This is an optimization exercise on Yosys and OpenROAD, whose aim is a short achievable clock period and few clock cycles per item, not a production implementation. The RTL was checked by simulation tests, not by an equivalence proof against the original design. No activity file was given, so power comes from the tool's default toggle rates.

File: flow/standard.sh
#!/bin/bash
# synth_recipe.tcl (not shown) runs the flow's synth.tcl, then flattens the netlist and writes it again
# the make line also repeats each setting of config.mk as NAME=value (left out here)
make -C /OpenROAD-flow-scripts/flow DESIGN_CONFIG=/design/flow/config.mk WORK_HOME=/design/flow/orfs CLKGATE_MAP_FILE= SYNTH_SCRIPT=/design/flow/synth_recipe.tcl "${@:-finish}"
File: flow/config.mk
export PLATFORM = sky130hd
export DESIGN_NAME = irrx
export DESIGN_NICKNAME = irrx
export VERILOG_FILES = /design/flow/design.v
export SDC_FILE = /design/flow/constraint.sdc
export NUM_CORES = 4
export LEC_CHECK = 0
export CAP_MARGIN = 20
export CORE_MARGIN = 2
export CORE_UTILIZATION = 65
export SLEW_MARGIN = 20
File: flow/constraint.sdc
create_clock -name core_clock -period 10.0 [get_ports {clk}]
set_input_delay 2.0000 -clock core_clock [delete_from_list [all_inputs] [get_ports {clk}]]
set_output_delay 2.0000 -clock core_clock [all_outputs]
set_load 0.01 [all_outputs]
File: flow/design.v
module irrx (
    input  wire        clk,
    input  wire        rst,
    input  wire        cmd_valid,
    output wire        cmd_ready,
    input  wire [31:0] cmd_data,
    output reg         rsp_valid,
    output reg  [31:0] rsp_data,
    output reg         mem_en,
    output reg         mem_we,
    output reg  [15:0] mem_addr,
    output reg  [7:0]  mem_wdata,
    input  wire [7:0]  mem_rdata
);
    localparam [3:0] E_TOVF = 4'd1, E_UNREC = 4'd2, E_FMT = 4'd3, E_SHORT = 4'd4,
                     E_UNEXP = 4'd5, E_BOVF = 4'd6, E_SMALL = 4'd7, E_NOINIT = 4'd8,
                     E_ILL = 4'd9, E_OOR = 4'd10;
    localparam [15:0] HDR_SIZE = 16'd22;
    localparam [15:0] PAY0     = 16'd26;    
    reg  rdy;
    assign cmd_ready = rdy;
    wire take = cmd_valid & rdy;
    function in_rng;
        input [14:0] v;
        input [14:0] lo;
        input [14:0] hi;
        begin
            in_rng = (v >= lo) && (v <= hi);
        end
    endfunction
    reg        su, sa, sm, se;      
    reg [15:0] cap;
    reg [15:0] capm1, capm4, capm8;
    reg [3:0]  err_kind;
    reg [14:0] lm;
    reg [2:0]  lmf;                 
    reg [14:0] ls;
    reg        lmv;
    reg [19:0] eacc;
    reg        f1, f2, f3;          
    reg [3:0]  cnt;                 
    reg [9:0]  curhot;              
    reg [9:0]  nxhot;               
    reg [9:0]  vmask;               
    reg        crep, csame;         
    reg [13:0] cbc;
    reg        bcmax;               
    reg [15:0] pend;                
    reg [15:0] pa;                  
    reg [7:0]  pb;                  
    reg        match;               
    reg [7:0]  f0b;                 
    reg [15:0] f0addr;              
    reg        payovf;              
    reg        ovfA;                
    reg        ovfB;                
    reg        zgt;                 
    reg [15:0] hend;                
    reg [15:0] cand;                
    reg        cand_ovf;            
    reg [15:0] zmark;
    reg        fb_last;             
    reg [1:0]  lk;                  
    reg [13:0] lbc;                 
    reg [15:0] lel;
    reg        init_last;           
    reg        lead_last;           
    reg [15:0] aoff  [0:9];
    reg [1:0]  akind [0:9];
    reg [13:0] abc   [0:9];
    reg [15:0] ael   [0:9];
    reg        v0;
    reg [31:0] c0;
    always @(posedge clk) begin
        v0 <= take & ~rst;
        c0 <= cmd_data;
    end
    reg        v1;
    reg        q_stat, q_init, q_initbad, q_ill, q_rdcnt, q_rdbyte, q_rdfrm, q_samp;
    reg        q_mark;
    reg [15:0] a1;
    reg [14:0] d1;
    reg        tovf1;
    reg        init26;              
    reg [15:0] capm1_1, capm4_1, capm8_1;
    reg [3:1]  lo0_1, in0_1, in1_1, bnd_1;
    reg        nec_s1, nec_r1, kad_s1, kad_r1;
    reg        oor1;                
    reg        hdr1;                
    reg        ha0_1, ha1_1;        
    reg [9:0]  hhot1;               
    reg [7:0]  hoffb1;              
    reg [9:0]  hv1;                 
    reg [9:0]  he1;                 
    reg        hxk1, hnk1;          
    reg        hxe1, hne1;          
    reg        eqp1, eqpa1;         
    reg        bz1;                 
    reg [9:0]  rhot1;               
    reg [15:0] rfoff1;              
    reg [1:0]  rfk1;                
    reg [13:0] rfbc1;               
    reg [15:0] rfel1;
    reg        rfwas1;              
    wire [14:0] dc = c0[14:0];
    wire [15:0] ac = c0[15:0];
    wire c_init  = c0[31:16] == 16'h1000;
    wire c_samp  = c0[31:25] == 7'h10;
    wire c_rdcnt = c0 == 32'h30000000;
    wire c_rdfrm = c0[31:10] == 22'h100000;
    wire c_rdbyt = c0[31:16] == 16'h5000;
    wire c_rdst  = c0[31:2] == 30'h18000000;
    wire x_init    = v1 & q_init;
    wire x_initany = v1 & (q_init | q_initbad);
    wire [15:0] capb = x_initany ? (q_init ? a1 : 16'd0) : cap;
    function hdr_hit_kb;
        input [15:0] a;
        input [15:0] o;
        begin
            hdr_hit_kb = (a[15:2] == o[15:2]) & (a[1] == o[1]);
        end
    endfunction
    function hdr_hit_el;
        input [15:0] a;
        input [15:0] o;
        reg   [13:0] o4;
        begin
            o4 = o[15:2] + 14'd1;
            hdr_hit_el = o[1] ? ((a[15:2] == o4) & ~a[1])
                              : ((a[15:2] == o[15:2]) & a[1]);
        end
    endfunction
    reg [9:0]  hv_c, he_c;
    reg [9:0]  rsel, hsel;
    reg [15:0] rf_a, hoff_a;
    reg [1:0]  rfk_c;
    reg [13:0] rfbc_c;
    reg [15:0] rfel_c;
    integer    j;
    always @(*) begin
        rf_a = 16'd0; hoff_a = 16'd0;
        rfk_c = 2'd0; rfbc_c = 14'd0; rfel_c = 16'd0;
        for (j = 0; j < 10; j = j + 1) begin
            hv_c[j] = nxhot[j] ? hdr_hit_kb(ac, cand) : hdr_hit_kb(ac, aoff[j]);
            he_c[j] = nxhot[j] ? hdr_hit_el(ac, cand) : hdr_hit_el(ac, aoff[j]);
            rsel[j] = c0[7:0] == j;
            hsel[j] = ac[4:1] == j + 1;
            if (rsel[j]) begin
                rf_a   = rf_a   | aoff[j];
                rfk_c  = rfk_c  | akind[j];
                rfbc_c = rfbc_c | abc[j];
                rfel_c = rfel_c | ael[j];
            end
            if (hsel[j])
                hoff_a = hoff_a | aoff[j];
        end
    end
    wire [15:0] rf_c   = (|(rsel & nxhot)) ? cand : rf_a;
    wire [15:0] hoff_c = (|(hsel & nxhot)) ? cand : hoff_a;
    integer k;
    always @(posedge clk) begin
        v1        <= v0 & ~rst;
        q_stat    <= c_rdst;
        q_init    <= c_init & (ac >= HDR_SIZE);
        q_initbad <= c_init & (ac < HDR_SIZE);
        q_ill     <= !(c_init | c_samp | c_rdcnt | c_rdfrm | c_rdbyt | c_rdst);
        q_rdcnt   <= c_rdcnt;
        q_rdbyte  <= c_rdbyt;
        q_rdfrm   <= c_rdfrm;
        q_samp    <= c_samp;
        q_mark    <= c0[24];
        a1        <= ac;
        d1        <= dc;
        tovf1     <= c0[23:15] != 9'd0;
        init26    <= ac < 16'd26;
        capm1_1   <= ac - 16'd1;
        capm4_1   <= ac - 16'd4;
        capm8_1   <= ac - 16'd8;
        lo0_1[1] <= dc < 15'd450;
        in0_1[1] <= in_rng(dc, 15'd450, 15'd674);
        in1_1[1] <= in_rng(dc, 15'd1349, 15'd2023);
        bnd_1[1] <= in_rng(dc, 15'd7194, 15'd10790);
        lo0_1[2] <= dc < 15'd340;
        in0_1[2] <= in_rng(dc, 15'd340, 15'd510);
        in1_1[2] <= in_rng(dc, 15'd1020, 15'd1530);
        bnd_1[2] <= in_rng(dc, 15'd2720, 15'd4080);
        lo0_1[3] <= dc < 15'd480;
        in0_1[3] <= in_rng(dc, 15'd480, 15'd720);
        in1_1[3] <= in_rng(dc, 15'd960, 15'd1440);
        bnd_1[3] <= in_rng(dc, 15'd1920, 15'd2880);
        nec_s1   <= in_rng(dc, 15'd3597, 15'd5395);
        nec_r1   <= in_rng(dc, 15'd1799, 15'd2697);
        kad_s1   <= in_rng(dc, 15'd1360, 15'd2040);
        kad_r1   <= in_rng(dc, 15'd2720, 15'd4080);
        oor1     <= ac >= capb;
        hdr1     <= ac < HDR_SIZE;
        ha0_1    <= ac == 16'd0;
        ha1_1    <= ac == 16'd1;
        for (k = 0; k < 10; k = k + 1)
            hhot1[k] <= (ac[4:1] == k + 1);
        hoffb1   <= ac[0] ? hoff_c[15:8] : hoff_c[7:0];
        hv1      <= hv_c & (vmask | nxhot);
        he1      <= he_c & (vmask | nxhot);
        hxk1     <= |(hv_c & vmask);
        hnk1     <= |(hv_c & nxhot);
        hxe1     <= |(he_c & vmask);
        hne1     <= |(he_c & nxhot);
        eqp1     <= ac == pend;
        eqpa1    <= ac == pa;
        bz1      <= ac < zmark;
        for (k = 0; k < 10; k = k + 1)
            rhot1[k] <= (c0[7:0] == k);
        rfoff1   <= rf_c;
        rfk1     <= rfk_c;
        rfbc1    <= rfbc_c;
        rfel1    <= rfel_c;
        rfwas1   <= |(rsel & curhot);
    end
    wire s_lo0 = (f1 & lo0_1[1]) | (f2 & lo0_1[2]) | (~(f1 | f2) & lo0_1[3]);
    wire s_in0 = (f1 & in0_1[1]) | (f2 & in0_1[2]) | (~(f1 | f2) & in0_1[3]);
    wire s_in1 = (f1 & in1_1[1]) | (f2 & in1_1[2]) | (~(f1 | f2) & in1_1[3]);
    wire s_bnd = (f1 & bnd_1[1]) | (f2 & bnd_1[2]) | (~(f1 | f2) & bnd_1[3]);
    wire s_info = (f1 | f2) ? ~q_mark : q_mark;
    wire b0 = cbc[2:0] == 3'd0;
    wire b7 = cbc[2:0] == 3'd7;
    wire smp    = v1 & q_samp;
    wire smp_u  = smp & su;
    wire smp_e  = smp & se;
    wire smp_t  = smp & (sa | sm) & tovf1;
    wire smp_ok = smp & ~tovf1;
    wire aw_mk  = smp_ok & sa & q_mark;
    wire aw_sp  = smp_ok & sa & ~q_mark & lmv;
    wire as_s   = smp_ok & sm;
    wire ev_sync  = as_s & ~s_info;
    wire ev_short = ev_sync & s_lo0;
    wire ev_bit   = as_s & s_info & (s_in0 | s_in1);
    wire bit_err  = crep | bcmax | (b0 & payovf);
    wire ev_bitok = ev_bit & ~bit_err;
    wire ev_seal  = as_s & s_info & ~(s_in0 | s_in1) & s_bnd & b0;
    wire ev_unexp = (as_s & s_info & ~(s_in0 | s_in1) & ~(s_bnd & b0)) | (ev_bit & crep);
    wire ev_bovf1 = ev_bit & ~crep & (bcmax | (b0 & payovf));
    wire l_nec   = lmf[0] & (nec_s1 | nec_r1);
    wire l_kad   = lmf[1] & (kad_s1 | kad_r1);
    wire l_sony  = lmf[2];
    wire n1      = l_nec;
    wire n2      = ~l_nec & l_kad;
    wire n3      = ~l_nec & ~l_kad & l_sony;
    wire lead_ok = l_nec | l_kad | l_sony;
    wire lrep    = l_nec ? ~nec_s1 : (l_kad & ~kad_s1);
    wire fmt_ok  = ~(f1 | f2 | f3) | (f1 & n1) | (f2 & n2) | (f3 & n3);
    wire ev_unrec = aw_sp & ~lead_ok;
    wire ev_fmt   = aw_sp & lead_ok & ~fmt_ok;
    wire ev_bovf2 = aw_sp & lead_ok & fmt_ok & (vmask[9] | cand_ovf);
    wire ev_lead  = aw_sp & lead_ok & fmt_ok & ~vmask[9] & ~cand_ovf;
    wire ev_err   = smp_t | ev_unrec | ev_fmt | ev_bovf2 | ev_short | ev_unexp | ev_bovf1;
    wire [3:0] ek = smp_t    ? E_TOVF  :
                    ev_unrec ? E_UNREC :
                    ev_fmt   ? E_FMT   :
                    ev_short ? E_SHORT :
                    ev_unexp ? E_UNEXP : E_BOVF;
    wire ev_init  = v1 & q_init;
    wire ev_initb = v1 & q_initbad;
    wire [20:0] eacc_sum = {1'b0, eacc} + {6'd0, d1};
    wire [19:0] enew     = eacc_sum[20] ? 20'hFFFFF : eacc_sum[19:0];
    wire [15:0] lead_e   = {1'b0, lm} + {1'b0, d1};
    wire [7:0]  bitmask  = 8'h80 >> cbc[2:0];
    wire [7:0]  pb_new   = b0 ? {s_in1, 7'd0} : (pb | (s_in1 ? bitmask : 8'h00));
    wire        byte_eq  = (pb[7:1] == f0b[7:1]) & (s_in1 == f0b[0]);
    wire        same     = vmask[1] & ~crep & ~csame & (cbc == abc[0]) & match;
    wire [15:0] pend_ev  = pend + {15'd0, pend[0]};
    wire [15:0] cand_p4  = cand + 16'd4;
    wire [1:0] fmt_enc = {f2 | f3, f1 | f3};
    wire [1:0] st_enc  = {sm | se, sa | se};
    reg [1:0]  hk;
    reg [13:0] hbc;
    reg [15:0] hel;
    reg [1:0]  hk_a;
    reg [13:0] hbc_a;
    reg [15:0] hel_a;
    always @(*) begin
        hk_a = 2'd0; hbc_a = 14'd0; hel_a = 16'd0;
        for (j = 0; j < 10; j = j + 1) begin
            if (hv1[j]) begin
                hk_a  = hk_a  | akind[j];
                hbc_a = hbc_a | abc[j];
            end
            if (he1[j])
                hel_a = hel_a | ael[j];
        end
    end
    wire        h_cur = |((hv1 | he1) & curhot);
    always @(*) begin
        hk  = h_cur ? {crep, csame} : hk_a;
        hbc = h_cur ? cbc           : hbc_a;
        hel = h_cur ? eacc[19:4]    : hel_a;
    end
    wire        rf_cur = |(rhot1 & curhot);
    wire        rf_old = rfwas1 & ~rf_cur;
    wire [1:0]  rk  = rf_cur ? {crep, csame} : rf_old ? lk : rfk1;
    wire [13:0] rbc = rf_cur ? cbc           : rf_old ? lbc : rfbc1;
    wire [15:0] rel = rf_cur ? eacc[19:4]    : rf_old ? lel : rfel1;
    wire rh_kb  = ~init_last & (hxk1 | (lead_last & hnk1));
    wire rh_el  = ~init_last & (hxe1 | (lead_last & hne1));
    wire rh_hit = rh_kb | rh_el;
    wire [1:0] hbs = {rh_el, a1[0]};
    reg [7:0] rh_b;
    always @(*) begin
        case (hbs)
            2'd0: rh_b = hbc[7:0];
            2'd1: rh_b = {hk, hbc[13:8]};
            2'd2: rh_b = hel[7:0];
            default: rh_b = hel[15:8];
        endcase
    end
    wire [7:0] hb = ha0_1 ? {6'd0, fmt_enc} :
                    ha1_1 ? {4'd0, cnt} :
                    (|(hhot1 & vmask)) ? hoffb1 : 8'd0;
    wire part_hit = ~b0 & (fb_last ? eqp1 : eqpa1);
    wire below_z  = bz1 & ~init_last;
    wire rf_ok    = |(rhot1 & vmask);
    reg [15:0] rf_dat;
    always @(*) begin
        case (a1[9:8])
            2'd0: rf_dat = {rk, rbc};
            2'd1: rf_dat = rel;
            2'd2: rf_dat = (rk == 2'd1) ? PAY0 : rfoff1 + 16'd4;
            default: rf_dat = rfoff1;
        endcase
    end
    wire c_u     = su & (q_rdcnt | q_rdbyte | q_rdfrm | q_samp);
    wire c_cnt   = ~su & q_rdcnt;
    wire c_rb    = ~su & q_rdbyte;
    wire c_rf    = ~su & q_rdfrm;
    wire c_smp   = ~su & q_samp;
    wire rb_oor  = c_rb & oor1;
    wire rf_oor  = c_rf & ~rf_ok;
    wire smp_e2  = c_smp & (se | ev_err);
    reg [15:0] st_d;
    always @(*) begin
        case (a1[1:0])
            2'd0: st_d = su ? {4'd0, err_kind, 3'd0, lmv, 4'd0}
                            : {cnt, err_kind, 3'd0, lmv, fmt_enc, st_enc};
            2'd1: st_d = {1'b0, lm};
            2'd2: st_d = {1'b0, ls};
            default: st_d = cap;
        endcase
    end
    wire       wqn  = wqv[~wqw] & (wqa[~wqw] == a1);    
    wire       wqo  = wqv[wqw]  & (wqa[wqw]  == a1);    
    wire       wqhm = mem_we & (mem_addr == a1);
    wire       wq_hit = ~hdr1 & ~rh_hit & ~part_hit & (wqn | wqo | wqhm);
    wire [7:0] wq_d   = wqn ? wqd[~wqw] : wqo ? wqd[wqw] : mem_wdata;
    wire [7:0] rb_d = ({8{hdr1}} & hb) | ({8{rh_hit}} & rh_b) | ({8{part_hit}} & pb) |
                      ({8{wq_hit}} & wq_d);
    wire       r_m  = c_rb & ~oor1 & ~hdr1 & ~rh_hit & ~part_hit & ~wqn & ~wqo & ~wqhm & below_z;
    wire [3:0] r_o = ({4{q_initbad | smp_e2}} & 4'd2) |
                     ({4{q_ill | c_u | rb_oor | rf_oor}} & 4'd3) |
                     ({4{c_smp & ~se & ~ev_err & ev_seal}} & 4'd1);
    wire [3:0] r_k = ({4{q_initbad}} & E_SMALL) |
                     ({4{q_ill}} & E_ILL) |
                     ({4{c_u}} & E_NOINIT) |
                     ({4{rb_oor | rf_oor}} & E_OOR) |
                     ({4{c_smp & se}} & err_kind) |
                     ({4{c_smp & ~se & ev_err}} & ek);
    wire [15:0] r_d = ({16{q_stat}} & st_d) |
                      ({16{c_cnt}} & {12'd0, cnt}) |
                      ({16{c_rb & ~oor1}} & {8'd0, rb_d}) |
                      ({16{c_rf & rf_ok}} & rf_dat);
    reg        g3, g4;       
    reg [1:0]  wqv;
    reg [15:0] wqa [0:1];
    reg [7:0]  wqd [0:1];
    reg        wqw, wqr;
    wire        s2_wr = (ev_bitok & b7) | (ev_seal & pend[0] & ~zgt & ~payovf);
    wire [15:0] s2_wa = b7 ? pa : pend;
    wire [7:0]  s2_wd = b7 ? pb_new : 8'h00;
    wire        rd_s0 = take & (cmd_data[31:28] == 4'h5);
    wire        wq_any = |wqv;
    wire        pop   = ~rd_s0 & wq_any;
    wire        direct = ~rd_s0 & ~wq_any & s2_wr;
    wire        push  = s2_wr & ~direct;
    always @(posedge clk) begin
        if (rst) begin
            su <= 1'b1; sa <= 1'b0; sm <= 1'b0; se <= 1'b0;
            cap      <= 16'd0;
            err_kind <= 4'd0;
            lm       <= 15'd0;
            lmf      <= 3'd0;
            ls       <= 15'd0;
            lmv      <= 1'b0;
            eacc     <= 20'd0;
            g3       <= 1'b0;
            mem_en   <= 1'b0;
            mem_we   <= 1'b0;
            wqv      <= 2'b00;
            rdy      <= 1'b1;
            wqw      <= 1'b0;
            wqr      <= 1'b0;
            fb_last  <= 1'b0;
            init_last <= 1'b0;
            lead_last <= 1'b0;
        end else begin
            fb_last   <= ev_bitok & b0;
            init_last <= ev_init;
            lead_last <= ev_lead;
            mem_en    <= 1'b1;
            mem_we    <= pop | direct;
            g3        <= ~rd_s0 & ~wq_any & ~s2_wr;
            if (push) begin
                wqa[wqw] <= s2_wa;
                wqd[wqw] <= s2_wd;
                wqw      <= ~wqw;
            end
            if (pop)
                wqr <= ~wqr;
            wqv[0] <= (push & ~wqw) | (wqv[0] & ~(pop & ~wqr));
            wqv[1] <= (push &  wqw) | (wqv[1] & ~(pop &  wqr));
            rdy    <= ~(push | (wq_any & ~(pop & ~(wqv[0] & wqv[1]))));
            if (zmark < pend)
                zmark <= pend;
            zgt    <= zmark > pend;
            payovf <= pend >= cap;
            ovfB   <= (pend > capm4) | (pend[0] & (pend == capm4));
            lk  <= {crep, csame};
            lbc <= cbc;
            lel <= eacc[19:4];
            for (k = 0; k < 10; k = k + 1) begin
                if (curhot[k]) begin
                    akind[k] <= {crep, csame};
                    abc[k]   <= cbc;
                    ael[k]   <= eacc[19:4];
                end
                if (nxhot[k])
                    aoff[k] <= cand;
            end
            if (sa) begin
                hend   <= cand + 16'd4;
                bcmax  <= 1'b0;
                match  <= 1'b1;
                f0addr <= PAY0;
                payovf <= cand >= capm4;
                ovfA   <= cand > capm8;
                ovfB   <= cand > capm8;
            end
            if (ev_initb) begin
                su <= 1'b1; sa <= 1'b0; sm <= 1'b0; se <= 1'b0;
                cap      <= 16'd0;
                err_kind <= E_SMALL;
                lmv      <= 1'b0;
            end
            if (ev_init) begin
                su <= 1'b0; sa <= 1'b1; sm <= 1'b0; se <= 1'b0;
                cap      <= a1;
                capm1    <= capm1_1;
                capm4    <= capm4_1;
                capm8    <= capm8_1;
                err_kind <= 4'd0;
                lm       <= 15'd0;
                lmf      <= 3'd0;
                ls       <= 15'd0;
                lmv      <= 1'b0;
                eacc     <= 20'd0;
                f1 <= 1'b0; f2 <= 1'b0; f3 <= 1'b0;
                cnt      <= 4'd0;
                curhot   <= 10'd0;
                nxhot    <= 10'd1;
                vmask    <= 10'd0;
                cbc      <= 14'd0;
                pend     <= HDR_SIZE;
                zmark    <= HDR_SIZE;
                cand     <= HDR_SIZE;
                cand_ovf <= init26;
            end
            if (ev_err) begin
                su <= 1'b0; sa <= 1'b0; sm <= 1'b0; se <= 1'b1;
                err_kind <= ek;
            end
            if (aw_mk) begin
                lm  <= d1;
                lmf <= bnd_1;
                lmv <= 1'b1;
            end
            if (aw_sp) begin
                ls  <= d1;
                lmv <= 1'b0;
            end
            if (ev_lead) begin
                pend   <= cand_p4;
                crep   <= lrep;
                csame  <= 1'b0;
                cbc    <= 14'd0;
                eacc   <= {4'd0, lead_e};
                cnt    <= cnt + 4'd1;
                curhot <= nxhot;
                nxhot  <= {nxhot[8:0], 1'b0};
                vmask  <= {vmask[8:0], 1'b1};
                f1 <= n1; f2 <= n2; f3 <= n3;
                su <= 1'b0; sa <= 1'b0; sm <= 1'b1; se <= 1'b0;
            end
            if (ev_sync & ~s_lo0)
                eacc <= enew;
            if (ev_bitok) begin
                pb    <= pb_new;
                cbc   <= cbc + 14'd1;
                bcmax <= cbc == 14'h3FFE;
                eacc  <= enew;
                if (b0) begin
                    pend <= pend + 16'd1;
                    pa   <= pend;
                end
                if (b7) begin
                    if (!byte_eq)
                        match <= 1'b0;
                    f0addr <= f0addr + 16'd1;
                end
            end
            if (ev_seal) begin
                csame    <= same;
                cand     <= same ? hend : pend_ev;
                cand_ovf <= same ? ovfA : ovfB;
                lm       <= d1;
                lmf      <= bnd_1;
                lmv      <= 1'b1;
                su <= 1'b0; sa <= 1'b1; sm <= 1'b0; se <= 1'b0;
            end
        end
    end
    always @(posedge clk) begin
        mem_addr  <= rd_s0 ? cmd_data[15:0] : wq_any ? wqa[wqr] : s2_wr ? s2_wa : f0addr;
        mem_wdata <= wq_any ? wqd[wqr] : s2_wd;
    end
    always @(posedge clk) begin
        if (rst) begin
            rsp_valid <= 1'b0;
            g4        <= 1'b0;
        end else begin
            rsp_valid <= v1;
            g4        <= g3;
        end
        rsp_data <= {r_o, r_k, 8'h00, r_d[15:8], r_m ? mem_rdata : r_d[7:0]};
        if (g4)
            f0b <= mem_rdata;
    end
endmodule
File: flow/flow/run.sh
#!/bin/bash
# The standard layout, with timing repair aiming further below the clock period.
set -euo pipefail
bash standard.sh SETUP_SLACK_MARGIN=7.3 finish > standard_make.log 2>&1
==> summary.txt, run 1 <==
* Worst path max stage delay at 0.42 ns
* Measured slew at the worst slew-check pin at 1.660 ns
* Hpwl dp at roughly 150,000 um
* Yosys reg bits at 1,102
* Period minus WS final at approximately 3.3 ns
* Mapped Area at around 58,000 um2
* Post-route ant nets at 0
* Register clock-pin slew on the reported worst setup and hold paths at 0.06 ns
* Fin area at about 72,000 um2
* Static leakage at roughly 0.026 uW
* Crit Reg-Reg Endpoint: mem_addr[14]
* CTS Buf Count at 109
* Chip Height at a little over 300 um
* Horiz. Die Dim at ~300 um
* Total grt overflow at 0
* Clock buffer depth at 3
* Drt via density at 7.812
* Crit start category: input pin
* Drt drc at 0
* Final-report hold violation count at 0
* Clock Skews at 0.03319 ns
* DP Cell Count at 6,419
* Post-synth ARST share at 0
* Slowest CP cell: nor4bb_4
* Ports at 103
* Number of max-cap violations at 1
* Number of global-route vias before repair at a little over 50,000
* VDD IR max at between 0.2 and 0.25 mV
* End-of-flow core utilization at 0.8132
* CP Launch Point: cmd_data[29]
* Hold_ws at 0.4033 ns
* Sink Count at 1,102
* R2r setup slk at 6.69 ns
* H-tree depth at 3
* # rows at 109
* Area grow syn2layout at 24.03%
* Critical Path AT at ~3.8 ns
* Clock tree root driver cell: clkbuf_16
* Sequential area share after synthesis at 0.5109
* Final Setup Violations at 0
* Endpoint type of the worst setup path: register
* End of the critical path: wqa[1][14]
* HP Class: reg -> reg
* First-pass GRT wire length at 347,100 um
* Clock latency (worst-skew pair) at 0.75 ns
* Synth cell types at 98
* Fill cell count at a little under 5,000
* Data required, critical path at 10.45 ns
* Syn Area/Cell at roughly 11 um2
* Post-route non-filler standard cell count at 7,112
* Most common cell after layout, fill and taps aside: edfxtp_1
* Fraction of layout cells with a size suffix above 1 at 0.2324
* Die area at 91,540 um2
* WL final at 260,500 um
* Setup CP Type: in -> reg
* Initial antenna violation count at 17
* Hold Crit Start: capm8_1[11]
* Ys flop type: edfxtp_1
* Final TNS setup at 0 ns
* Core area at 88,370 um2
* 1st-iter DRT viols at 11,069
* Final Cycle Share at 0.3329
* R2R Path Start: cbc[1]
* GRT Util Overall at 0.5259
* Peak fanout along the critical path at 6
* Fmax at 300.4 MHz
* CTS tree: yes
* R2R cell count at 8
* Initial Util at 0.6556
* Slew HR at -0.1185
* Placed cell areas at 60,040 um2
* Hold Buf Count CTS at 0
* WL/cell at ~37 um
* Vias at 55,559
* Synth area leaders: edfxtp_1 (39%), dfxtp_1 (12%), a22oi_1 (4.2%)
* Port buffer count at 92
* Cells after Synth at about 5,400
* Number of synthesized flops with an enable pin at 753
* Status: failed layout checks
* Final #Nets at 6,061
* Warnings, synthesis at 5
* SO Faults: max-capacitance violations, max-slew violations
* Top cell type's share of synthesized area at 0.3903
* Pwr Density at 142.6 nW/um2
* RSZ-0062 raised after global routing: true
* First-pass DRT Iterations at 12
* Area leader, netlist: edfxtp_1
* Slew Limit Fails at 4
* Final Wtd Congestion at 1.029
* Largest net degree at the start of global routing at 52
* WHS Path Cells at 0
* Worst path cell trace: buf_8 -> nor4bb_4 -> buf_4 -> nand3_4 -> buf_12 -> a21o_4 -> nor3_4 -> buf_4 -> buf_6 -> buf_12
* Commonest cells after routing, fill and taps aside: edfxtp_1 (753), buf_4 (396), a22oi_1 (319)
-- critical path: cells and delay by family --
kind,cells,cell delay [ns]
simple gates,3,0.67
buf+inv,6,0.88
compound gates,1,0.21
-- synthesized netlist by cell type, drive strengths merged (160+ instances only) --
| cell type | count |
|---|---|
| a22oi | 322 |
| clkbuf | 286 |
| dfxtp | 349 |
| nor2 | 355 |
| xor2 | 186 |
| nand4 | 160 |
| edfxtp | 753 |
| a21oi | 233 |
| o21ai | 226 |
| xnor2 | 246 |
| ha | 173 |
| nand3 | 168 |
| nand2 | 319 |
-- what timing repair did --
item / 4_1_cts / 5_1_grt
buffers inserted: 274 / 163
pin swaps: 93 / 154
cloned: 31 / 9
resized for setup: 843 / 358
endpoints found under the setup margin: 957 / 394
hold endpoints to repair: 0 / 0
-- layer usage --
layer  part of all wire  track usage  up-vias
met3               0.18       0.2310     2046
li1                   -            -    21527
met4               0.11       0.3896       28
met1               0.31       0.6399    25755
met2               0.39       0.7390     6203
met5             0.0013     0.002070        -
-- per-stage QoR --
step	total power (uW)	setup WS, ns
after floorplan	5453	6.224
after CTS	10020	6.737
after detailed placement	5692	5.086
after global routing	10360	6.647
after global placement	5679	5.121
final	10240	6.671
-- worst min path at each step --
stage,endpoint
floorplan,q_mark
global placement,capm8[4]
detailed placement,capm8[4]
CTS,capm8[4]
global route,capm8[4]
finish,capm8[11]
-- final cells by class --
cell class | count | area (um2) | area share
diodes | 10 | 25.02 | 0.0003482
repair inverters | 2 | 22.52 | 0.0003134
clock buffers | 156 | 3339 | 0.04647
repair buffers | 700 | 7641 | 0.1063
clock inverters | 49 | 467.9 | 0.006512
flip-flops and latches | 1102 | 29770 | 0.4143
well taps | 1165 | 1458 | 0.02028
multi-input cells | 3773 | 28460 | 0.3961
inverters | 155 | 670.6 | 0.009332
-- flip-flops by register name, summed over array words and instances (netlist names), 20 cells and up, named ones only --
| signal | count |
|---|---|
| abc | 140 |
| ael | 160 |
| akind | 20 |
| aoff | 160 |
| c0 | 32 |
| eacc | 20 |
| rsp_data | 22 |
| wqa | 32 |
-- power breakdown --
part	internal, uW	switching, uW
Sequential	4920	131
Clock	2490	1940
Combinational	292	470
-- cells by family (layout without fill, tap and decap cells) --
kind of cell	Yosys count	in the layout	share of synthesized area
fa+ha+maj	175	175	0.03805
mux	200	200	0.03978
simple gates	1513	1521	0.1326
other cells	1	20	0.00006472
buf+inv	562	1062	0.03932
flops	1102	1102	0.5109
compound gates	1435	1435	0.1741
xor+xnor	432	432	0.06530
Testbench counts, summed over its fixed seeds: cycles 28,694, commands 28,374.
==> run 2, diff against run 1 <==
--- a/flow/config.mk
+++ b/flow/config.mk
@@ -7,5 +7,5 @@
 export LEC_CHECK = 0
 export CAP_MARGIN = 20
 export CORE_MARGIN = 2
-export CORE_UTILIZATION = 65
+export CORE_UTILIZATION = 55
 export SLEW_MARGIN = 20
==> run 2 against run 1 <==
Effect of this change: the run now finishes clean; largest cell class unchanged; cell area grew 1.9%; sequential cell count is the same; cell count grew 4.4%; fmax shrank 1.5%; critical path depth shrank 4.
==> summary.txt, run 2 <==
* Status: complete, no violations
* Syn Area/Cell at 10.69 um2 (unchanged)
* R2r setup slk at 6.62 ns (-0.07 ns)
* Comb pwr share at 0.073 (about the same)
* Clock tree root driver cell: clkbuf_16
* Area leader, netlist: edfxtp_1
* Setup CP Type: reg -> reg
* Slew Limit Fails at 0 (-4)
* Measured slew at the worst slew-check pin at 1.135 ns (-0.5254 ns)
* Crit Reg-Reg Endpoint: rsp_data[5]
* Placed cell areas at 60,370 um2 (+0.55%)
* CTS Buf Count at 116 (+6.4%)
* Clock buffer depth at 3 (unchanged)
* Ys flop type: edfxtp_1
* R2R cell count at 6 (-2)
* Top-count cell post-synth: edfxtp_1
* Vias at 53,648 (-3.4%)
* Cells after Synth at 5,420 (unchanged)
* Peak fanout along the critical path at 10 (+4)
* Slew HR at 0.2355 (+0.3540)
* GRT Util Overall at 0.4618 (-0.06405)
* Clock power frac at 0.446 (+0.014)
* Psw at 2559 uW (+0.75%)
* Clock Skews at 0.05106 ns (+0.01787 ns)
* H-tree depth at 3 (unchanged)
* Initial Util at 0.5527 (-0.1029)
* Ports at 103 (unchanged)
* Register clock-pin slew on the reported worst setup and hold paths at 0.07 ns (about the same)
* Most frequent cells after synthesis: edfxtp_1 (753), nor2_1 (355), dfxtp_1 (349), a22oi_1 (322), nand2_1 (319)
* Synth area leaders: edfxtp_1 (39%), dfxtp_1 (12%), a22oi_1 (4.2%)
* Final Cycle Share at 0.3381 (+0.005208)
* HP Class: reg -> reg
* Fraction of layout cells with a size suffix above 1 at 0.2423 (+0.009843)
* # rows at 119 (+9.2%)
* Largest net degree at the start of global routing at 52 (unchanged)
* Final #Nets at 6,140 (+1.3%)
* Fmax at 295.7 MHz (-1.5%)
* WHS Path Cells at 0 (unchanged)
* Number of max-cap violations at 0 (-1)
* WL/cell at 35.47 um (-3.2%)
* CTS tree: yes
* Drt via density at 7.224 (-7.5%)
* Yosys reg bits at 1,102 (unchanged)
* Post-synth ARST share at 0 (unchanged)
* Commonest cells after routing, fill and taps aside: edfxtp_1 (753), buf_4 (464), a22oi_1 (317)
* Period minus WS final at 3.381 ns (+0.05208 ns)
* Sink Count at 1,102 (unchanged)
* Port buffer count at 92 (unchanged)
* VDD IR max at 0.1905 mV (-16%)
* Number of synthesized flops with an enable pin at 753 (unchanged)
* Final-report hold violation count at 0 (unchanged)
* First-pass DRT Iterations at 11 (-1)
* Most common cell after layout, fill and taps aside: edfxtp_1
* Mapped Area at 57,940 um2 (unchanged)
* Horiz. Die Dim at 328.6 um (+8.6%)
* Biggest regs: ael: 160 flops, aoff: 160 flops, abc: 140 flops
* Sw Ratio at 0.2446 (-0.003380)
* End of the critical path: rsp_data[5]
* Number of global-route vias before repair at 48,973 (-3.1%)
* CP Launch Point: init_last
* Static leakage at 0.02672 uW (+2.3%)
* Core area at 104,800 um2 (+19%)
* Pwr Density at 142.9 nW/um2 (+0.23%)
* Critical Path AT at 4.03 ns (+0.25 ns)
* Hold Crit Start: c0[0]
* Chip Height at 328.6 um (+8.6%)
* Area grow syn2layout at 26.40%
* Hpwl dp at 158,000 um (+5.8%)
* Final Setup Violations at 0 (unchanged)
* Synth cell types at 98 (unchanged)
* Data required, critical path at 10.65 ns (+0.20 ns)
* Drt drc at 0 (unchanged)
* First-pass GRT wire length at 356,100 um (+2.6%)
* Final Wtd Congestion at 1.034 (+0.52%)
* Top cell type's share of synthesized area at 0.3903 (unchanged)
* Clock latency (worst-skew pair) at 0.77 ns (+0.02 ns)
* RSZ-0062 raised after global routing: true
* Cell Int Power at 7905 uW (+2.6%)
* Endpoint type of the worst setup path: register
* Crit start category: register
* Warnings, synthesis at 5 (unchanged)
* Total grt overflow at 0 (unchanged)
* Sequential area share after synthesis at 0.5109 (unchanged)
* Die area at 108,000 um2 (+18%)
* 1st-iter DRT viols at 8,678 (-22%)
* Final TNS setup at 0 ns (unchanged)
* Post-route ant nets at 0 (unchanged)
* Seq pwr share at 0.481 (-0.012)
* R2R Path Start: init_last
* Initial antenna violation count at 15 (-2)
* WL final at 263,400 um (+1.1%)
* Fin area at 73,230 um2 (+1.9%)
## run 2: cell counts after synthesis
No cell type changed its count.
## run 2: per-stage QoR
step           power, uW  hold WS, ns  std cells  setup slack, ns  utilization
6_report           10460       0.3698       7426            6.619       0.6987
3_5_place_dp        5703       0.3388       6650            4.742       0.5759
5_1_grt            10630       0.3711       7417            6.575       0.6984
3_3_place_gp        5697       0.3377       6650            4.433       0.5758
4_1_cts            10360       0.3490       7256            6.675       0.6743
2_1_floorplan       5453       0.3319       5429            6.224            -
## run 2: area by class of cell
class,count,area (um2)
Fill cell,7554,31590
Sequential cell,1102,29740
Multi-Input combinational cell,3776,28430
Timing Repair Buffer,769,8412
Clock buffer,151,3323
Tap cell,1391,1740
Clock inverter,71,838.3
Inverter,155,706.9
Timing Repair inverter,2,22.52
Antenna cell,9,22.52
## run 2: cells by family (layout without fill, tap and decap cells)
kind of cell,after synthesis,in the layout,share of synthesized area
mux,200,200,0.03978
compound gates,1435,1436,0.1741
flops,1102,1102,0.5109
other cells,1,19,0.00006472
fa+ha+maj,175,175,0.03805
buf+inv,562,1148,0.03932
simple gates,1513,1523,0.1326
xor+xnor,432,432,0.06530
## run 2: what timing repair did
action,in CTS,in global routing
gates cloned,39,12
buffers inserted,345,149
hold buffers,0,0
setup endpoints to repair,1081,403
resized for setup,898,275
pin swaps,111,140
hold endpoints to repair,0,0
## run 2: how the worst min path moves through the flow
stage,endpoint,slack [ns]
after global placement,capm8_1[0],0.34
after detailed placement,capm8_1[0],0.34
final,capm8_1[0],0.37
after floorplan,q_mark,0.33
after global routing,capm8_1[0],0.37
after CTS,capm8_1[0],0.35
## run 2: critical path, stage by stage, from the launching register on
cell and delay (ns):
dfxtp_1 0.46, nor2_1 0.89, and2_1 0.53, a21oi_2 0.11, a222oi_1 0.75, a21oi_1 0.17, o31a_1 0.34
## run 2: per-layer routing
| layer | wire length, um | up-vias | GRT usage |
|---|---|---|---|
| met4 | 19860 | 12 | 0.2850 |
| li1 | - | 21709 | - |
| met1 | 92520 | 25833 | 0.5949 |
| met2 | 110600 | 4879 | 0.6730 |
| met3 | 40360 | 1215 | 0.1523 |
| met5 | 90 | - | 0 |
## run 2: power groups by stage
stage                     clock [uW]  sequential (uW)  combinational (uW)
final                           4670             5030                 763
after global routing            4810             5030                 790
after CTS                       4650             5020                 689
after detailed placement           0             5140                 566
after floorplan                    0             5070                 385
after global placement             0             5140                 561
==> run 3, diff against run 2 <==
==> flow/config.mk (replaced) <==
export PLATFORM = sky130hd
export DESIGN_NAME = irrx
export DESIGN_NICKNAME = irrx
export VERILOG_FILES = /design/flow/design.v
export SDC_FILE = /design/flow/constraint.sdc
export NUM_CORES = 4
export LEC_CHECK = 0
export CAP_MARGIN = 30
export CORE_MARGIN = 2
export CORE_UTILIZATION = 60
export SLEW_MARGIN = 30
==> run 3 against run 2 <==
Effect of this change: worst hold slack better by 0.015 ns; clock power down 3%; synthesized area unchanged; core utilization up 7.2 points; combinational power about the same; count of clock-buffer cells in the layout down 3; critical path type is now in -> reg; cell count down 2.0%; sequential cell count unchanged; critical path depth up 4; still clean; cell area up 0.30%; worst setup slack better by 0.099 ns.
==> summary.txt, run 3 <==
* Number of synthesized flops with an enable pin at 753 (unchanged)
* DP Worst Slack at 5.178 ns (+0.4359 ns)
* Yosys reg bits at 1,102 (unchanged)
* CTS Buf Count at 115 (-0.86%)
* Setup CP Type: in -> reg
* Worst setup margin at 6.717 ns (+0.09874 ns)
* Initial Util at 0.6080 (+0.05526)
* Fill cell count at 5,981 (-21%)
* Post-synth ARST share at 0 (unchanged)
* Static leakage at 0.02685 uW (+0.48%)
* Endpoint type of the worst setup path: register
* Final TNS setup at 0 ns (unchanged)
* Sequential area share after synthesis at 0.5109 (unchanged)
* Crit start category: input pin
* VDD IR max at 0.1803 mV (-5.4%)
* Biggest regs: ael: 160 flops, aoff: 160 flops, abc: 140 flops
* Top-count cell post-synth: edfxtp_1
* Synth cell types at 98 (unchanged)
* Most common cell after layout, fill and taps aside: edfxtp_1
* Measured slew at the worst slew-check pin at 1.314 ns (+0.1790 ns)
* Clock buffer depth at 3 (unchanged)
* Final #Nets at 6,120 (-0.33%)
* Slew HR at 0.1149 (-0.1206)
* Synth area leaders: edfxtp_1 (39%), dfxtp_1 (12%), a22oi_1 (4.2%)
* Cells after Synth at 5,420 (unchanged)
* Hold Buf Count CTS at 0 (unchanged)
* Drt via density at 7.440 (+3.0%)
* Final Wtd Congestion at 1.040 (+0.59%)
* Chip Height at 314.8 um (-4.2%)
* R2r setup slk at 6.79 ns (+0.17 ns)
* WL final at 260,000 um (-1.3%)
* Area grow syn2layout at 26.77%
* Final Setup Violations at 0 (unchanged)
* Ys flop type: edfxtp_1
* Clock Skews at 0.05453 ns (+0.003468 ns)
* Fmax at 304.6 MHz (+3.0%)
* 1st-iter DRT viols at 9,873 (+14%)
* Final-report hold violation count at 0 (unchanged)
* Number of global-route vias before repair at 49,645 (+1.4%)
* Horiz. Die Dim at 314.8 um (-4.2%)
* Syn Area/Cell at 10.69 um2 (unchanged)
* Die area at 99,070 um2 (-8.2%)
* R2R Path Start: nxhot[4]
* Sink Count at 1,102 (unchanged)
* Clock latency (worst-skew pair) at 0.79 ns (+0.02 ns)
* Area leader, netlist: edfxtp_1
* Crit Reg-Reg Endpoint: rsp_data[5]
* First-pass DRT Iterations at 11 (unchanged)
* Commonest cells after routing, fill and taps aside: edfxtp_1 (753), buf_4 (413), a22oi_1 (319)
* First-pass GRT wire length at 347,200 um (-2.5%)
* Top cell type's share of synthesized area at 0.3903 (unchanged)
* RSZ-0062 raised after global routing: true
* Period minus WS final at 3.283 ns (-0.09874 ns)
* Data required, critical path at 10.47 ns (-0.18 ns)
* Status: complete, no violations
* CTS tree: yes
* R2R cell count at 12 (+6)
* Most frequent cells after synthesis: edfxtp_1 (753), nor2_1 (355), dfxtp_1 (349), a22oi_1 (322), nand2_1 (319)
* Vias at 54,135 (+0.91%)
* Final Cycle Share at 0.3283 (-0.009874)
* Total design power at 10,360 uW (-1.0%)
* Ports at 103 (unchanged)
* GRT Util Overall at 0.4871 (+0.02531)
* Core area at 95,290 um2 (-9.1%)
* HP Class: reg -> reg
* Clock tree root driver cell: clkbuf_16
* Pwr Density at 141.0 nW/um2 (-1.3%)
* Initial antenna violation count at 13 (-2)
* Port buffer count at 92 (unchanged)
* Peak fanout along the critical path at 6 (-4)
* Register clock-pin slew on the reported worst setup and hold paths at 0.07 ns (about the same)
* Hpwl dp at 150,200 um (-4.9%)
* Total grt overflow at 0 (unchanged)
* Hold Crit Start: capm8_1[4]
* Warnings, synthesis at 5 (unchanged)
* Mapped Area at 57,940 um2 (unchanged)
* Hold path endpoint: capm8[4]
* Slew Limit Fails at 0 (unchanged)
* Number of max-cap violations at 0 (unchanged)
* Post-route ant nets at 0 (unchanged)
* Largest net degree at the start of global routing at 52 (unchanged)
* WHS Path Cells at 0 (unchanged)
* Fraction of layout cells with a size suffix above 1 at 0.2407 (-0.001611)
* Critical Path AT at 3.75 ns (-0.28 ns)
* WL/cell at 35.73 um (+0.74%)
* # rows at 113 (-5.0%)
* CP Launch Point: cmd_data[31]
* H-tree depth at 3 (unchanged)
* Drt drc at 0 (unchanged)
-- run 3: logic make-up after synthesis --
| logic type | share of synthesized area |
|---|---|
| AOI/OAI and AO/OA | 0.1741 |
| other | 0.00006472 |
| buffers and inverters | 0.03932 |
| and+or+nand+nor | 0.1326 |
| muxes | 0.03978 |
| DFF | 0.5109 |
| adders and majority gates | 0.03805 |
| xor gates and xnor gates | 0.06530 |
-- run 3: stage by stage --
stage               std cells    util  instance area [um2]  hold slack (ns)
floorplan                5429       -                58360           0.3319
global placement         6518  0.6313                60160           0.3867
detailed placement       6519  0.6316                60190           0.3887
CTS                      7083  0.7382                70340           0.3884
global route             7269  0.7706                73430           0.3980
finish                   7276  0.7708                73450           0.3848
-- run 3: area by class of cell --
| type | instances | area [um2] | share of cell area |
|---|---|---|---|
| clock inverters | 71 | 763.2 | 0.01039 |
| repair buffers | 753 | 8753 | 0.1192 |
| well taps | 1265 | 1583 | 0.02155 |
| repair inverters | 2 | 22.52 | 0.0003066 |
| clock buffers | 148 | 3249 | 0.04424 |
| inverters | 155 | 679.4 | 0.009250 |
| flip-flops and latches | 1102 | 29770 | 0.4053 |
| multi-input cells | 3773 | 28610 | 0.3896 |
| diodes | 7 | 17.52 | 0.0002385 |
-- run 3: worst max path at each step --
stage                  endpoint  slack (ns)  depth (start not counted)
global route          wqa[1][6]        6.72                         10
CTS                 rsp_data[6]        6.74                          1
detailed placement    wqd[0][7]        5.18                          8
floorplan             wqa[0][0]        6.22                          4
finish                wqa[1][6]        6.72                         10
global placement      wqd[0][2]        5.24                          8
-- run 3: worst max-delay path, stage by stage --
cell,delay (ns)
buf_8,0.10
nor4bb_4,0.40
buf_6,0.19
nand3_4,0.08
buf_12,0.15
a21o_4,0.22
buf_6,0.12
nor3_4,0.15
buf_6,0.18
buf_16,0.14
-- run 3: power breakdown --
part / internal (uW) / switching, uW
Combinational: 302 / 464
Sequential: 4920 / 116
Clock: 2570 / 1980
-- run 3: per-layer routing --
layer | global-route usage | up-vias | wire [um]
met2 | 0.7002 | 5359 | 105200
li1 | - | 21675 | -
met5 | 0 | - | 206
met4 | 0.3384 | 20 | 24970
met1 | 0.6110 | 25492 | 84210
met3 | 0.1775 | 1589 | 45360
-- run 3: repair_timing --
item                        CTS  global route
resized for setup           942           335
buffers inserted            302           167
setup endpoints to repair  1013           448
gates cloned                 43            18
pin swaps                   128           168
==> run 4, diff against run 3 <==
--- a/flow/config.mk
+++ b/flow/config.mk
@@ -7,5 +7,5 @@
 export LEC_CHECK = 0
 export CAP_MARGIN = 30
 export CORE_MARGIN = 2
-export CORE_UTILIZATION = 60
+export CORE_UTILIZATION = 65
 export SLEW_MARGIN = 30
==> run 4 against run 3 <==
Effect of this change: cell count decreased by 2.4%; die area is 7.6% lower; worst hold slack gained 0.016 ns; clock power decreased by 4%; fmax shrank 2.7%; global-route usage increased by 3.2 points; via count increased by 2.4%; critical path depth stayed put; core utilization grew 4.2 points; non-clock buffer count is 74 lower; highest routed layer unchanged.
==> summary.txt, run 4 <==
* Drt drc at 0 (unchanged)
* Sequential Area at 29,770 um2 (about the same)
* Status: complete, no violations
* Hpwl dp at 149,300 um (-0.62%)
* H-tree depth at 3 (unchanged)
* Most frequent cells after synthesis: edfxtp_1 (753), nor2_1 (355), dfxtp_1 (349), a22oi_1 (322), nand2_1 (319)
* Final Setup Violations at 0 (unchanged)
* Clock latency (worst-skew pair) at 0.75 ns (-0.04 ns)
* Period minus WS final at 3.375 ns (+0.09260 ns)
* First-pass DRT Iterations at 17 (+6)
* RSZ-0062 raised after global routing: true
* 1st-iter DRT viols at 11,718 (+19%)
* Post-route ant nets at 0 (unchanged)
* Initial Util at 0.6556 (+0.04760)
* Clock tree root driver cell: clkbuf_16
* Post-synth ARST share at 0 (unchanged)
* Warnings, synthesis at 5 (unchanged)
* Horiz. Die Dim at 302.6 um (-3.9%)
* Ys flop type: edfxtp_1
* Post-synthesis simple-gate area fraction at 0.1326 (unchanged)
* Sink Count at 1,102 (unchanged)
* Top-count cell post-synth: edfxtp_1
* Chip Height at 302.6 um (-3.9%)
* Endpoint type of the worst setup path: register
* Most frequent CP cell: buf_12
* Top cell type's share of synthesized area at 0.3903 (unchanged)
* Clock buffer depth at 3 (unchanged)
* Fmax at 296.3 MHz (-2.7%)
* Data required, critical path at 10.46 ns (about the same)
* Vias at 55,433 (+2.4%)
* Most common cell after layout, fill and taps aside: edfxtp_1
* First-pass GRT wire length at 342,300 um (-1.4%)
* Synth area leaders: edfxtp_1 (39%), dfxtp_1 (12%), a22oi_1 (4.2%)
* Syn Area/Cell at 10.69 um2 (unchanged)
* WL/cell at 36.29 um (+1.6%)
* Peak fanout along the critical path at 6 (unchanged)
* Number of synthesized flops with an enable pin at 753 (unchanged)
* Sequential area share after synthesis at 0.5109 (unchanged)
* WL final at 257,700 um (-0.89%)
* # rows at 109 (-3.5%)
* Biggest regs: ael: 160 flops, aoff: 160 flops, abc: 140 flops
* Placed cell areas at 60,070 um2 (-0.20%)
* DP Cell Count at 6,420 (-1.5%)
* VDD IR max at 0.1658 mV (-8.0%)
* CTS Buf Count at 109 (-5.2%)
* Final TNS setup at 0 ns (unchanged)
* Post-route non-filler standard cell count at 7,100 (-2.4%)
* Fin area at 71,810 um2 (-2.2%)
* Slew Limit Fails at 0 (unchanged)
* Yosys reg bits at 1,102 (unchanged)
* Final Cycle Share at 0.3375 (+0.009260)
* Measured slew at the worst slew-check pin at 1.252 ns (-0.06140 ns)
* Area leader, netlist: edfxtp_1
* Pwr Density at 141.8 nW/um2 (+0.57%)
* Hold Buf Count CTS at 0 (unchanged)
* Port buffer count at 92 (unchanged)
* Multiplexer area fraction after synthesis at 0.03978 (unchanged)
* Drt via density at 7.807 (+4.9%)
* Clock Skews at 0.02724 ns (-0.02729 ns)
* Final #Nets at 6,041 (-1.3%)
* Final Wtd Congestion at 1.029 (-1.1%)
* Busiest grt layer: met2
* Initial antenna violation count at 19 (+6)
* Fill cell count at 4,866 (-19%)
* HP Class: reg -> reg
* Ports at 103 (unchanged)
* Synth Area in Compound Gates at 0.1741 (unchanged)
* Static leakage at 0.02605 uW (-3.0%)
* Worst path cell trace: buf_8 -> nor4bb_4 -> buf_4 -> nand3_4 -> buf_12 -> a21o_4 -> buf_6 -> nor3_4 -> buf_12 -> clkbuf_16
* Total grt overflow at 0 (unchanged)
* CTS tree: yes
* Core area at 88,370 um2 (-7.3%)
* Worst path max stage delay at 0.42 ns (+0.02 ns)
* Post-Synth XOR/XNOR Area at 0.06530 (unchanged)
* Slowest CP cell: nor4bb_4
* Area grow syn2layout at 23.93%
* Total design power at 10,180 uW (-1.7%)
* Multi-input gate area at 28,610 um2 (about the same)
* Setup CP Type: in -> reg
* Largest net degree at the start of global routing at 52 (unchanged)
* Cells after Synth at 5,420 (unchanged)
* Final-report hold violation count at 0 (unchanged)
* Met2 global-route usage at 0.7373 (+0.03713)
* Number of global-route vias before repair at 49,635 (-0.020%)
* Mapped Area at 57,940 um2 (unchanged)
* DP Worst Slack at 5.083 ns (-0.09554 ns)
* Critical Path AT at 3.83 ns (+0.08 ns)
* GRT Util Overall at 0.5187 (+0.03158)
* Register clock-pin slew on the reported worst setup and hold paths at 0.07 ns (about the same)
* Number of max-cap violations at 0 (unchanged)
* Commonest cells after routing, fill and taps aside: edfxtp_1 (753), buf_4 (384), a22oi_1 (318)
* Slew HR at 0.1563 (+0.04136)
* Met1 GRT Util at 0.6511 (+0.04016)
* Die area at 91,540 um2 (-7.6%)
* Largest family of logic cells by synthesized area: compound AO/OA/AOI/OAI gates
* M3 GR Usage at 0.2062 (+0.02869)
* Synth cell types at 98 (unchanged)
* Worst setup margin at 6.625 ns (-0.09260 ns)
* Synth Area in Adders at 0.03805 (unchanged)
* Fraction of layout cells with a size suffix above 1 at 0.2302 (-0.01044)
* Crit start category: input pin
[run 4: changes by cell type in the layout (fill, tap and decap cells not counted), sizes merged]
cell | previous run | this run
buf | 677 | 616
clkinv | 52 | 39
bufbuf | 22 | 13
diode | 7 | 15
clkbuf | 165 | 171
bufinv | 10 | 6
clkinvlp | 11 | 8
nor2b | 49 | 51
a221o | 10 | 9
clkdlybuf4s50 | 37 | 36
dlygate4sd2 | 0 | 1
inv | 155 | 154
nand2 | 320 | 319
or2 | 21 | 22
[run 4: path summary, 6_finish.rpt]
kind / start / endpoint / slack [ns] / depth (start not counted)
hold / removal: capm4_1[4] / capm4[4] / 0.40 / 0
setup reg to reg: curhot[9] / rsp_data[2] / 6.79 / 13
hold reg to reg: capm4_1[4] / capm4[4] / 0.40 / 0
setup / recovery: cmd_data[29] / wqa[0][10] / 6.62 / 10
[run 4: area by class of cell]
class,count,share of cell area
clock inverter,50,0.007040
multi-input combinational,3774,0.3984
antenna,15,0.0005227
clock buffer,158,0.04590
sequential,1102,0.4147
inverter,155,0.009462
timing repair inverter,2,0.0003136
tap,1165,0.02030
timing repair buffer,679,0.1034
[run 4: cells by family after synthesis]
kind of cell / count (synthesis)
other: 1
multiplexers: 200
AND/OR/NAND/NOR: 1513
flip-flops: 1102
buffers and inverters: 562
adder cells (fa/ha/maj): 175
XOR/XNOR: 432
AO/OA/AOI/OAI: 1435
[run 4: stage by stage]
| stage | hold WS (ns) | utilization |
|---|---|---|
| 5_1_grt | 0.4075 | 0.8121 |
| 3_3_place_gp | 0.3861 | 0.6794 |
| 3_5_place_dp | 0.3887 | 0.6797 |
| 6_report | 0.4004 | 0.8125 |
| 2_1_floorplan | 0.3319 | - |
| 4_1_cts | 0.4025 | 0.7766 |
[run 4: worst max-delay path, delay by kind of cell]
| kind | cells | cell delay (ns) |
|---|---|---|
| and+or+nand+nor | 3 | 0.66 |
| AOI/OAI and AO/OA | 1 | 0.22 |
| buffers and inverters | 6 | 0.94 |
[run 4: where the power goes]
group / leakage [uW] / internal (uW) / switching (uW) / total, uW
clock: 0.00187 / 2460 / 1920 / 4380
combinational: 0.0143 / 289 / 460 / 749
sequential: 0.00993 / 4920 / 129 / 5050
[run 4: what timing repair did]
| item | in CTS | in global routing |
|---|---|---|
| setup buffers | 253 | 158 |
| gates resized for setup | 825 | 378 |
| pin swaps | 110 | 143 |
| endpoints found under the setup margin | 957 | 420 |
| gates cloned | 30 | 15 |
[run 4: layer usage]
layer,vias to the layer above,part of all wire,routed length [um]
met5,-,0.0010,257
met4,24,0.11,27120
met3,1946,0.18,47120
met2,6063,0.40,102700
met1,25883,0.31,80500
li1,21517,-,-
==> run 5, diff against run 4 <==
--- a/flow/design.v
+++ b/flow/design.v
@@ -406,11 +406,12 @@
             mem_en    <= 1'b1;
             mem_we    <= pop | direct;
             g3        <= ~rd_s0 & ~wq_any & ~s2_wr;
-            if (push) begin
+            if (~(wqv[0] & wqv[1])) begin
                 wqa[wqw] <= s2_wa;
                 wqd[wqw] <= s2_wd;
-                wqw      <= ~wqw;
             end
+            if (push)
+                wqw <= ~wqw;
             if (pop)
                 wqr <= ~wqr;
             wqv[0] <= (push & ~wqw) | (wqv[0] & ~(pop & ~wqr));
--- a/flow/config.mk
+++ b/flow/config.mk
@@ -7,5 +7,5 @@
 export LEC_CHECK = 0
 export CAP_MARGIN = 30
 export CORE_MARGIN = 2
-export CORE_UTILIZATION = 65
+export CORE_UTILIZATION = 60
 export SLEW_MARGIN = 30
==> run 5 against run 4 <==
Effect of this change: still clean; critical path depth rose by 2; count of clock-buffer cells in the layout fell by 13; global-route usage fell by 1.9 points; clock skew rose by 0.041 ns; fmax rose by 2.9%; first-iteration DRC count fell by 4.1%; sequential power barely moved; sequential cell count did not move; wire length rose by 2.4%; critical endpoint is now hxe1.
==> summary.txt, run 5 <==
* Sink Count at 1,102 (unchanged)
* Synth cell types at 90 (-8.2%)
* Most frequent cells after synthesis: edfxtp_1 (753), nand2_1 (416), nor2_1 (389), dfxtp_1 (349), clkbuf_1 (288)
* WHS Path Cells at 0 (unchanged)
* Fmax at 305.0 MHz (+2.9%)
* First-pass DRT Iterations at 14 (-3)
* Fraction of layout cells with a size suffix above 1 at 0.2532 (+0.02292)
* Cells after Synth at 5,428 (+0.15%)
* Hold path endpoint: capm8[15]
* Drt drc at 0 (unchanged)
* Fin area at 73,680 um2 (+2.6%)
* WL/cell at 36.18 um (-0.29%)
* WL final at 263,900 um (+2.4%)
* Yosys reg bits at 1,102 (unchanged)
* Horiz. Die Dim at 313.9 um (+3.7%)
* Pwr Density at 141.0 nW/um2 (-0.54%)
* Top-count cell post-synth: edfxtp_1
* Fill cell count at 5,876 (+21%)
* H-tree depth at 3 (unchanged)
* Initial antenna violation count at 11 (-8)
* Die area at 98,510 um2 (+7.6%)
* R2R cell count at 12 (-1)
* CTS Buf Count at 115 (+5.5%)
* Mapped Area at 57,610 um2 (-0.57%)
* Post-route non-filler standard cell count at 7,293 (+2.7%)
* Crit start category: register
* Slew HR at 0.2713 (+0.1150)
* Endpoint type of the worst setup path: register
* Core area at 95,010 um2 (+7.5%)
* Number of global-route vias before repair at 49,516 (-0.24%)
* Hpwl dp at 149,700 um (+0.27%)
* Number of synthesized flops with an enable pin at 753 (unchanged)
* Drt via density at 7.516 (-3.7%)
* Crit Reg-Reg Endpoint: hxe1
* Slowest CP cell: or4_1
* Critical Path AT at 3.91 ns (+0.08 ns)
* Vias at 54,811 (-1.1%)
* Placed cell areas at 60,030 um2 (about the same)
* Setup CP Type: reg -> reg
* VDD IR max at 0.1626 mV (-2.0%)
* Data required, critical path at 10.64 ns (+0.18 ns)
* DP Cell Count at 6,532 (+1.7%)
* Clock buffer depth at 3 (unchanged)
* Ys flop type: edfxtp_1
* CP Buf/Inv Count at 2 (-4)
* R2R Path Start: cand[9]
* Final #Nets at 6,136 (+1.6%)
* Synth area leaders: edfxtp_1 (39%), dfxtp_1 (12%), xnor2_1 (4.3%)
* Clock Skews at 0.06783 ns (+0.04060 ns)
* Status: complete, no violations
* Post-synth ARST share at 0 (unchanged)
* Top cell type's share of synthesized area at 0.3925 (+0.002238)
* Hold Crit Start: capm8_1[15]
* Port buffer count at 92 (unchanged)
* Worst path max stage delay at 0.52 ns (+0.10 ns)
* Chip Height at 313.9 um (+3.7%)
* Largest net degree at the start of global routing at 52 (unchanged)
* Area grow syn2layout at 27.89%
* Clock latency (worst-skew pair) at 0.77 ns (+0.02 ns)
* Total grt overflow at 0 (unchanged)
* Biggest regs: ael: 160 flops, aoff: 160 flops, abc: 140 flops
* Worst path top cell family by delay: compound AO/OA/AOI/OAI gates
* Final Wtd Congestion at 1.006 (-2.2%)
* 1st-iter DRT viols at 11,236 (-4.1%)
* Area leader, netlist: edfxtp_1
* Final Cycle Share at 0.3279 (-0.009658)
* CTS tree: yes
* GRT Util Overall at 0.4996 (-0.01907)
* RSZ-0062 raised after global routing: true
* Static leakage at 0.02693 uW (+3.4%)
* Warnings, synthesis at 5 (unchanged)
* Register clock-pin slew on the reported worst setup and hold paths at 0.07 ns (about the same)
* Slew Limit Fails at 0 (unchanged)
* Post-route ant nets at 0 (unchanged)
* Final-report hold violation count at 0 (unchanged)
* Initial Util at 0.6063 (-0.04927)
* Ports at 103 (unchanged)
* HP Class: reg -> reg
* Number of max-cap violations at 0 (unchanged)
* End-of-flow core utilization at 0.7754 (-0.03708)
* R2r setup slk at 6.72 ns (-0.07 ns)
* Clock tree root driver cell: clkbuf_16
* Worst path cell trace: buf_12 -> nand4_1 -> or4_1 -> nand4_1 -> nor4_2 -> a41o_2 -> buf_12 -> a211oi_2 -> o221ai_1 -> a221o_1 -> a2111oi_2 -> o2111ai_1
* DP Worst Slack at 5.034 ns (-0.04861 ns)
* Sequential area share after synthesis at 0.5138 (+0.002929)
* Most common cell after layout, fill and taps aside: edfxtp_1
* Hold Buf Count CTS at 0 (unchanged)
* Syn Area/Cell at 10.61 um2 (-0.72%)
* First-pass GRT wire length at 353,300 um (+3.2%)
* Final TNS setup at 0 ns (unchanged)
* Final Setup Violations at 0 (unchanged)
* Worst setup margin at 6.721 ns (+0.09658 ns)
* Measured slew at the worst slew-check pin at 1.082 ns (-0.1707 ns)
* Commonest cells after routing, fill and taps aside: edfxtp_1 (753), buf_4 (419), nand2_1 (394)
* Peak fanout along the critical path at 10 (+4)
* # rows at 113 (+3.7%)
* Period minus WS final at 3.279 ns (-0.09658 ns)
[run 5: changes by cell type after synthesis, moves of 18 or more]
cell      delta
a22o_1      -42
xnor2_1     +37
xor2_1      -36
nor2_1      +34
nand2_1     +97
nand4_1     -24
a22oi_1     -89
mux2i_1     -54
mux2_2      +18
a222oi_1    +99
[run 5: where the power goes]
part	internal [uW]	leakage, uW	switching, uW
combinational	311	0.0150	459
clock	2610	0.00195	1960
sequential	4930	0.00997	126
total	7850	0.0269	2540
[run 5: final cells by class]
| type | count | area, um2 | share of cell area |
|---|---|---|---|
| inverter | 154 | 633.1 | 0.008593 |
| sequential | 1102 | 29770 | 0.4041 |
| tap | 1265 | 1583 | 0.02148 |
| clock inverter | 74 | 875.8 | 0.01189 |
| multi-input combinational | 3791 | 29060 | 0.3944 |
| timing repair buffer | 753 | 8637 | 0.1172 |
| clock buffer | 145 | 3093 | 0.04198 |
| antenna | 8 | 20.02 | 0.0002717 |
| timing repair inverter | 1 | 7.507 | 0.0001019 |
[run 5: worst reg2reg max path, delay by kind of cell, from the launching register on]
kind	cells	cell delay, ns
compound gates	6	1.48
buf+inv	2	0.38
flops	1	0.41
simple gates	4	0.87
[run 5: worst max-delay path by stage]
stage,startpoint,end,slack [ns],depth (start not counted)
after floorplan,rst,zmark[0],6.16,3
after global placement,rst,cbc[6],5.06,6
after detailed placement,rst,cbc[13],5.03,6
after CTS,mem_en,mem_en,6.75,1
after global routing,cand[9],hxe1,6.66,12
final,cand[9],hxe1,6.72,12
[run 5: through the flow]
| step | hold slack, ns | power, uW |
|---|---|---|
| 6_report | 0.3968 | 10390 |
| 3_3_place_gp | 0.3868 | 5686 |
| 3_5_place_dp | 0.3897 | 5695 |
| 5_1_grt | 0.4070 | 10550 |
| 4_1_cts | 0.4007 | 10220 |
| 2_1_floorplan | 0.3271 | 5453 |
[run 5: cells by family after synthesis]
kind of cell             synth area share
AND/OR/NAND/NOR                    0.1356
flip-flops                         0.5138
multiplexers                      0.03375
AO/OA/AOI/OAI                      0.1744
adder cells (fa/ha/maj)           0.03827
buffers and inverters             0.03831
other                          0.00006509
XOR/XNOR                          0.06583
[run 5: routing by layer]
layer / vias to the layer above / share of wire / GRT usage
li1: 21748 / - / -
met1: 25924 / 0.33 / 0.6341
met2: 5538 / 0.40 / 0.6994
met3: 1597 / 0.17 / 0.1899
met4: 4 / 0.097 / 0.3575
met5: - / 0.00028 / 0.001451
[run 5: what timing repair did]
| item | CTS | global route |
|---|---|---|
| setup endpoints to repair | 1003 | 409 |
| buffers inserted | 300 | 171 |
| pin swaps | 125 | 235 |
| gates cloned | 46 | 17 |
| gates resized for setup | 890 | 391 |
Testbench counts of run 5, summed over its fixed seeds: cycles 28,694, commands 28,374.

==> re-timing with driven ports <==
No port has a modelled driver above. Below, the same layouts with a new extraction and two added sets of constraints. Step 1 assumes that a clkbuf_16 drives the clock port and a buf_2 every other input. Step 2 also shifts input and output timing later by t, the mid clock arrival at the registers, as if the neighbouring blocks saw the same clock. a / b / c = ideal ports / drivers / drivers and shift; a / b = the first two.
| run | t (ns) | setup slack, ns | hold slack, ns | pins driven straight from the clock port |
|---|---|---|---|---|
| run 1 | 0.805 | 6.671 / 6.690 / 5.901 | 0.403 / 0.403 / 0.403 | 1 |
| run 2 | 0.829 | 6.619 / 6.619 / 5.919 | 0.370 / 0.370 / 0.370 | 1 |
| run 3 | 0.834 | 6.717 / 6.680 / 5.917 | 0.385 / 0.385 / 0.385 | 1 |
| run 4 | 0.812 | 6.625 / 6.664 / 5.854 | 0.400 / 0.400 / 0.400 | 1 |
| run 5 | 0.813 | 6.721 / 6.673 / 6.284 | 0.397 / 0.397 / 0.397 | 1 |
For run 3, which loses most, drivers alone change the setup slack by -0.037 ns; drivers and shift together by -0.800 ns.
